What follows belongs to an exercise in optimizing a design on an open flow for small area, a short achievable clock period and few clock cycles; a production flow would make more cautious choices.
The RTL was checked by simulation tests, not by an equivalence proof against the original design.
No activity file was given, so power comes from the tool's default toggle rates.

Setup of run A:
Design pae_a_encoder, start of the top module:
module pae_a_encoder (
    input  wire       clk,
    input  wire       rst,
    input  wire       start,
    input  wire [3:0] cfg_width,
    input  wire       cfg_swap,
    input  wire [1:0] cfg_mode,
    output wire       busy,
    output wire       done,
    input  wire       in_valid,
    input  wire [7:0] in_data,
    output wire       in_ready,
    output wire       out_valid,
    output wire [7:0] out_data,
    input  wire       out_ready
);
Size in the first run: ~760 cells after synthesis, roughly 95 flip-flops, about 0.0069 mm2 of cells after synthesis.
Settings: LEC_CHECK=0, CAP_MARGIN=20, CORE_MARGIN=2, CORE_UTILIZATION=40, PLACE_DENSITY=0.6, SETUP_SLACK_MARGIN=4.0, SLEW_MARGIN=20; clock period 7.0 ns.
run.sh (not shown) runs the stock make flow with config.mk's settings and CLKGATE_MAP_FILE= SYNTH_SCRIPT=/design/flow/synth_recipe.tcl, a recipe that flattens the netlist after the stock synthesis.
Run A finished every step from synthesis to the final layout, and the layout passed the timing, design-rule and antenna checks.
Testbench counts of run A, summed over its fixed seeds: cycles 57,578.
The following lists how run B was set up differently from run A:
- SETUP_SLACK_MARGIN now 3.5, was 4.0
- ABC_AREA now 1, previously not set
Results
The count of distinct cell types in the synthesized netlist in run A is 1.5 times that in run B. In the reports for run B and run A, the smaller sequential share of layout area belongs to run A. Relative to run A, the smallest setup slack after layout of run B is lower by 180 ps. Compared with run A, maximum achievable frequency in run B decreased by a few percent. Run B vs run A: total length of routed wires down in run B. Run B — post-layout utilization of the core 6.5 points lower, run A as reference. Compare run B and run A | global-route wire length before repair lower: run B. In the tables for run B and run A, netlist area before placement reads lower with run B. There was hardly any difference in number of antenna-violating nets in the routed design between run A and run B. Run B finished all stages; the layout is clean.
Modified inputs, run C compared to run B
- CORE_UTILIZATION changed from 40 to 55
- PLACE_DENSITY changed from 0.6 to 0.75
- SETUP_SLACK_MARGIN changed from 3.5 to 3.9
[summary]
Cmp run C vs run B: fraction of met2 tracks used by global routing higher in run C. Row clock share of power: run C higher / run B lower. In run C, the required time reported for the critical path endpoint came out 70 ps above the value in run B. Sort run B and run C by layout overhead on the synthesized area asc -> top: run B. Run C ends up with lower final instance count without filler cells than run B does. Run C vs run B, start point of the critical path: kt[2] vs start. Run C falls short of run B in design internal power. Summary: with run B as the reference, last weighted congestion value of the routability-driven placer in run C moved down slightly.

---

Setup of build 34:
The RTL this note starts from:
==> flow/design.v <==
module pae_a_encoder (
    input  wire       clk,
    input  wire       rst,
    input  wire       start,
    input  wire [3:0] cfg_width,
    input  wire       cfg_swap,
    input  wire [1:0] cfg_mode,
    output wire       busy,
    output wire       done,
    input  wire       in_valid,
    input  wire [7:0] in_data,
    output wire       in_ready,
    output wire       out_valid,
    output wire [7:0] out_data,
    input  wire       out_ready
);
    reg        act;             
    reg        dn;              
    reg [3:0]  wm1;             
    reg [1:0]  md;
    reg        plane;
    reg        first;           
    reg        fin;             
    reg [2:0]  ca;              
    reg [3:0]  cb, cc;
    reg [7:0]  ib, ib2;
    reg        ibv, ib2v;
    reg        rle;             
    reg [12:0] m;               
    reg [1:0]  ph;              
    reg [7:0]  chk;
    reg [3:0]  cln;
    reg        cv;
    reg [14:0] acc;
    reg [3:0]  lvl;
    assign busy      = act;
    assign done      = dn;
    assign out_valid = lvl[3];
    assign out_data  = acc[14:7];
    assign in_ready  = act && !ib2v;
    wire [1:0] p0 = ib[7:6], p1 = ib[5:4], p2 = ib[3:2], p3 = ib[1:0];
    wire z0 = (p0 == 2'd0), z1 = (p1 == 2'd0), z2 = (p2 == 2'd0), z3 = (p3 == 2'd0);
    wire allz = z0 & z1 & z2 & z3;
    wire last = (ca == 3'd0) && (cb == 4'd0) && (cc == 4'd0);
    wire [2:0] lz = !z0 ? 3'd0 : !z1 ? 3'd1 : !z2 ? 3'd2 : !z3 ? 3'd3 : 3'd4;
    wire [10:0] mh = m[12:2];
    reg  [10:0] mhi;
    reg         all1;
    integer j;
    always @(*) begin
        all1 = 1'b1;
        for (j = 0; j < 11; j = j + 1) begin
            mhi[j] = mh[j] ^ all1;
            all1   = all1 & mh[j];
        end
    end
    wire        c  = lz[2] || (lz[1:0] == 2'd3 && m[1:0] != 2'd0) ||
                     (lz[1:0] == 2'd2 && m[1]) || (lz[1:0] == 2'd1 && m[1:0] == 2'd3);
    wire [1:0]  lo = m[1:0] + lz[1:0];
    wire [12:0] mp = {c ? mhi : mh, lo};
    wire        xo = c && ((mh[10:1] & ~mh[9:0]) == 10'd0);
    reg  [12:0] mt;             
    reg         above;
    always @(*) begin
        above = 1'b0;
        mt = 13'd0;
        for (j = 12; j >= 2; j = j - 1) begin
            mt[j] = m[j] && !above;
            above = above || m[j];
        end
        mt[1] = !above;
    end
    wire [12:0] kt  = xo ? {mt[11:0], 1'b0} : mt;
    wire        big = |kt[12:7];                              
    reg  [6:0]  qa;
    reg  [3:0]  ql;
    always @(*) begin
        qa = 7'd0; ql = 4'd0;
        for (j = 1; j <= 6; j = j + 1)
            if (kt[j]) begin
                qa = qa | (mp[6:0] << (7 - j));
                ql = ql | (j + 1);
            end
        for (j = 7; j <= 12; j = j + 1)
            if (kt[j]) begin
                qa = qa | (mp[12:6] << (13 - j));
                ql = ql | (j - 5);
            end
    end
    wire [7:0] rc  = xo ? {2'b10, qa[6:1]} : {1'b0, qa};
    wire [3:0] rcl = xo ? ql + 4'd1 : ql;
    reg [7:0] h0; reg [3:0] l0;
    reg [7:0] h1; reg [3:0] l1;
    reg [7:0] t1; reg [3:0] tl;
    always @(*) begin
        h0 = 8'd0; l0 = 4'd0;
        if (z0) begin
            if (!rle) l0 = 4'd2;
        end else begin
            h0 = {p0, 6'd0}; l0 = 4'd2;
        end
        if (z1) begin
            if (!z0) l0 = l0 + 4'd2;
        end else if (z0 && !rle) begin
            h0 = {4'b0000, p1, 2'b00}; l0 = 4'd6;              
        end else begin
            h0 = h0 | ({p1, 6'd0} >> l0); l0 = l0 + 4'd2;
        end
    end
    always @(*) begin
        h1 = 8'd0; l1 = 4'd0;
        if (z2) begin
            if (!z1) l1 = 4'd2;
        end else if (z1 && !(rle && z0)) begin
            h1 = {1'b0, z0, p2, 4'd0}; l1 = 4'd4;             
        end else begin
            h1 = {p2, 6'd0}; l1 = 4'd2;
        end
        if (z3) begin
            if (!z2) l1 = l1 + 4'd2;
        end else if (z2 && !(rle && z0 && z1)) begin
            if (z1 && z0) begin                                
                h1 = {4'b1000, p3, 2'b00}; l1 = 4'd6;          
            end else begin
                h1 = h1 | ({1'b0, z1, p3, 4'd0} >> l1); l1 = l1 + 4'd4;
            end
        end else begin
            h1 = h1 | ({p3, 6'd0} >> l1); l1 = l1 + 4'd2;
        end
        t1 = 8'd0; tl = 4'd0;
        if (z3 && !(rle && allz)) begin
            if (!z2) begin                                     
                if (last) tl = 4'd2;
            end else if (!z1) begin                            
                if (last) begin t1 = 8'b01_000000; tl = 4'd2; end
            end else if (!z0) begin                            
                if (last) begin t1 = 8'b1000_0000; tl = 4'd4; end
                else      begin t1 = 8'b1_0000000; tl = 4'd1; end
            end else begin                                     
                if (last) begin t1 = 8'b1001_0000; tl = 4'd4; end
                else      begin t1 = 8'b1_0000000; tl = 4'd1; end
            end
        end
        h1 = h1 | (t1 >> l1);
        l1 = l1 + tl;
    end
    wire [7:0] hb = h0 | (h1 >> l0);
    wire [3:0] lb = l0 + l1;
    reg lng;
    always @(*) begin
        case ({rle, last, z0, z1, z2, z3})
        6'b00_0010, 6'b00_0100, 6'b00_0101, 6'b00_1000, 6'b00_1001, 6'b00_1010,
        6'b01_0001, 6'b01_0010, 6'b01_0100, 6'b01_0101, 6'b01_1000, 6'b01_1001,
        6'b01_1010, 6'b01_1011, 6'b01_1101,
        6'b10_0010, 6'b10_0100, 6'b10_0101,
        6'b11_0001, 6'b11_0010, 6'b11_0100, 6'b11_0101:
            lng = 1'b1;
        default:
            lng = 1'b0;
        endcase
    end
    wire tail_st  = !first && ph == 2'd0 && rle && (!allz || last);
    wire zero_st  = !first && ph == 2'd0 && rle && allz && !last;
    wire short_st = !first && (ph[1] || (ph == 2'd0 && !rle));
    wire consume  = zero_st || (short_st && (ph == 2'd3 || !lng));
    reg  [7:0] ch;
    reg  [3:0] cl;
    always @(*) begin
        ch = 8'd0; cl = 4'd0;
        if (first) begin
            if (!plane)          begin ch = {!z0, 7'd0};              cl = 4'd1; end
            else if (md == 2'd0) begin ch = {1'b0, !z0, 6'd0};        cl = 4'd2; end
            else                 begin ch = {1'b1, md[1], !z0, 5'd0}; cl = 4'd3; end
        end else if (ph == 2'd1) begin
            ch = {m[5:0], 2'b00}; cl = 4'd6;
        end else if (tail_st) begin
            ch = rc; cl = rcl;
        end else if (zero_st) begin
            ch = {xo, 7'd0}; cl = {3'd0, xo};
        end else if (ph == 2'd3) begin
            ch = h1; cl = l1;
        end else if (lng) begin
            ch = h0; cl = l0;
        end else begin
            ch = hb; cl = lb;
        end
    end
    wire        pop   = lvl[3] && out_ready;
    wire        ins   = cv && (!lvl[3] || out_ready);
    wire [14:0] acc_s = pop ? {acc[6:0], 8'd0} : acc;
    wire [3:0]  lvl_s = pop ? {1'b0, lvl[2:0]} : lvl;
    wire [14:0] acc_n = ins ? (acc_s | ({chk, 7'd0} >> lvl[2:0])) : acc_s;
    wire [3:0]  lvl_a = ins ? (lvl_s + cln) : lvl_s;
    wire        fl    = fin && (!cv || ins);                  
    wire [3:0]  lvl_n = (fl && lvl_a != 4'd0 && !lvl_a[3]) ? 4'd8 : lvl_a;
    wire go   = act && !fin && ibv && (!cv || ins);
    wire take = go && consume;
    always @(posedge clk) begin
        if (rst) begin
            act  <= 1'b0;
            dn   <= 1'b0;
            lvl  <= 4'd0;
            ibv  <= 1'b0;
            ib2v <= 1'b0;
            cv   <= 1'b0;
        end else if (start && !act) begin
            act   <= 1'b1;
            dn    <= 1'b0;
            wm1   <= cfg_width - 4'd1;
            md    <= cfg_mode;
            ca    <= 3'd7;
            cb    <= cfg_width - 4'd1;
            cc    <= cfg_width - 4'd1;
            plane <= 1'b0;
            first <= 1'b1;
            fin   <= 1'b0;
            ph    <= 2'd0;
            ibv   <= 1'b0;
            ib2v  <= 1'b0;
            cv    <= 1'b0;
            acc   <= {cfg_width, cfg_width, cfg_swap, 6'd0};
            lvl   <= 4'd9;
        end else begin
            dn <= 1'b0;
            if (act) begin
                if (take) begin
                    if (ib2v) begin
                        ib   <= ib2;
                        ib2v <= 1'b0;
                    end else if (in_valid && in_ready) begin
                        ib   <= in_data;
                    end else begin
                        ibv  <= 1'b0;
                    end
                end else if (in_valid && in_ready) begin
                    if (ibv) begin
                        ib2  <= in_data;
                        ib2v <= 1'b1;
                    end else begin
                        ib   <= in_data;
                        ibv  <= 1'b1;
                    end
                end
                acc <= acc_n;
                lvl <= lvl_n;
                if (go) begin
                    chk <= ch;
                    cln <= cl;
                    cv  <= 1'b1;
                end else if (ins) begin
                    cv  <= 1'b0;
                end
                if (go) begin
                    if (first) begin
                        first <= 1'b0;
                        rle   <= z0;
                        m     <= 13'd1;
                    end else if (take) begin
                        ph <= 2'd0;
                        if (zero_st) begin
                            m <= mp;
                        end else begin
                            rle <= z3;
                            m   <= (!z3) ? 13'd1 : (!z2) ? 13'd2 : (!z1) ? 13'd3 :
                                   (!z0) ? 13'd4 : 13'd5;
                        end
                        ca <= ca - 3'd1;
                        if (ca == 3'd0) begin
                            cb <= cb - 4'd1;
                            if (cb == 4'd0) begin
                                cb <= wm1;
                                cc <= cc - 4'd1;
                                if (cc == 4'd0) cc <= wm1;
                            end
                        end
                        if (last) begin
                            if (!plane) begin
                                plane <= 1'b1;
                                first <= 1'b1;
                            end else begin
                                fin <= 1'b1;
                            end
                        end
                    end else if (tail_st) begin
                        m  <= mp;
                        ph <= big ? 2'd1 : 2'd2;
                    end else if (ph == 2'd1) begin
                        ph <= 2'd2;
                    end else begin
                        ph <= 2'd3;
                    end
                end
                if (fl && lvl_n == 4'd0) begin
                    act <= 1'b0;
                    dn  <= 1'b1;
                end
            end
        end
    end
endmodule
Settings: LEC_CHECK=0, CAP_MARGIN=20, CORE_MARGIN=2, CORE_UTILIZATION=40, PLACE_DENSITY=0.6, SLEW_MARGIN=20; clock period 7.0 ns.
Testbench counts of build 34, summed over its fixed seeds: cycles 57,578.
Input-level comparison between build 93 and build 34:
Settings: PLACE_DENSITY now 0.75, was 0.6; CORE_UTILIZATION now 60, was 40; SETUP_SLACK_MARGIN now 3.0, previously not set.
==> summary.txt <==
- First-pass GRT wire length ended up about 6% higher on build 93 than on build 34.
- When build 93 is set beside build 34, its proportion of total power due to net switching turns out to be 1.7 points smaller.
- Summary of build 93 over build 34: portion of the layout cell area used by non-clock buffers picked up an extra 2.2 points, die area lost 6000 sq um, sum of met2 wire segment lengths after detailed routing picked up an extra about 14%.
- Changes observed in build 93 relative to build 34: power in the clock group moved up, internal power moved up, length of routed wiring on met1 moved down, global-route met3 utilization moved up.
- Build 93 contains more vias than build 34.
Here is what was changed in the inputs of build 23 compared with build 93.
Settings: changing PLACE_DENSITY from 0.75 to 0.6; changing CORE_UTILIZATION from 60 to 40.
- Build 93 → build 23: met2 layer wire length in the routed design fell 900 microns, maximum frequency rose 3.7%, quantity of I/O buffers inserted on ports about even, total routing usage reported by global routing fell 12 points.
- Between build 93 and build 23, the post-route standard cell area excluding fillers is lower for build 93.
- ~same H-tree depth in build 93 and build 23
- Number of instances in the placed design for build 23: 84 up relative to build 93
- Per the comparison of build 23 with build 93, summed negative setup slack over all endpoints stayed essentially flat; total power now sits lower.

what the ideal ports hide:
How much do the figures lean on ideal ports? The routed layouts below were timed once more, with nothing changed but the port constraints. Step 1 assumes that a clkbuf_16 drives the clock port and a buf_2 every other input. Step 2 times the ports against the registers' clock, not the clock port: input delays grow and output delays shrink by t, the midpoint of the rising clock arrivals with the driver on. a / b / c = no drivers / after step 1 / after step 2; a / b = the first two.
run	t, ns	setup WS [ns]	worst setup path after step 2	latest minus earliest clock arrival (ns)
run A	0.393	3.878 / 3.878 / 3.762	input to register	0.014 / 0.014
run B	0.386	3.693 / 3.708 / 3.322	input to register	0.009 / 0.009
run C	0.393	3.966 / 3.966 / 3.602	input to register	0.007 / 0.007
build 34	0.395	2.862 / 2.862 / 2.539	input to register	0.011 / 0.011
build 93	0.396	3.030 / 3.030 / 3.017	input to register	0.009 / 0.009
build 23	0.396	3.171 / 3.171 / 3.029	input to register	0.010 / 0.010
After both steps every run listed still meets setup and hold. The setup slack of run B, which loses most, moves by +0.015 ns with the drivers and by -0.371 ns with both steps.
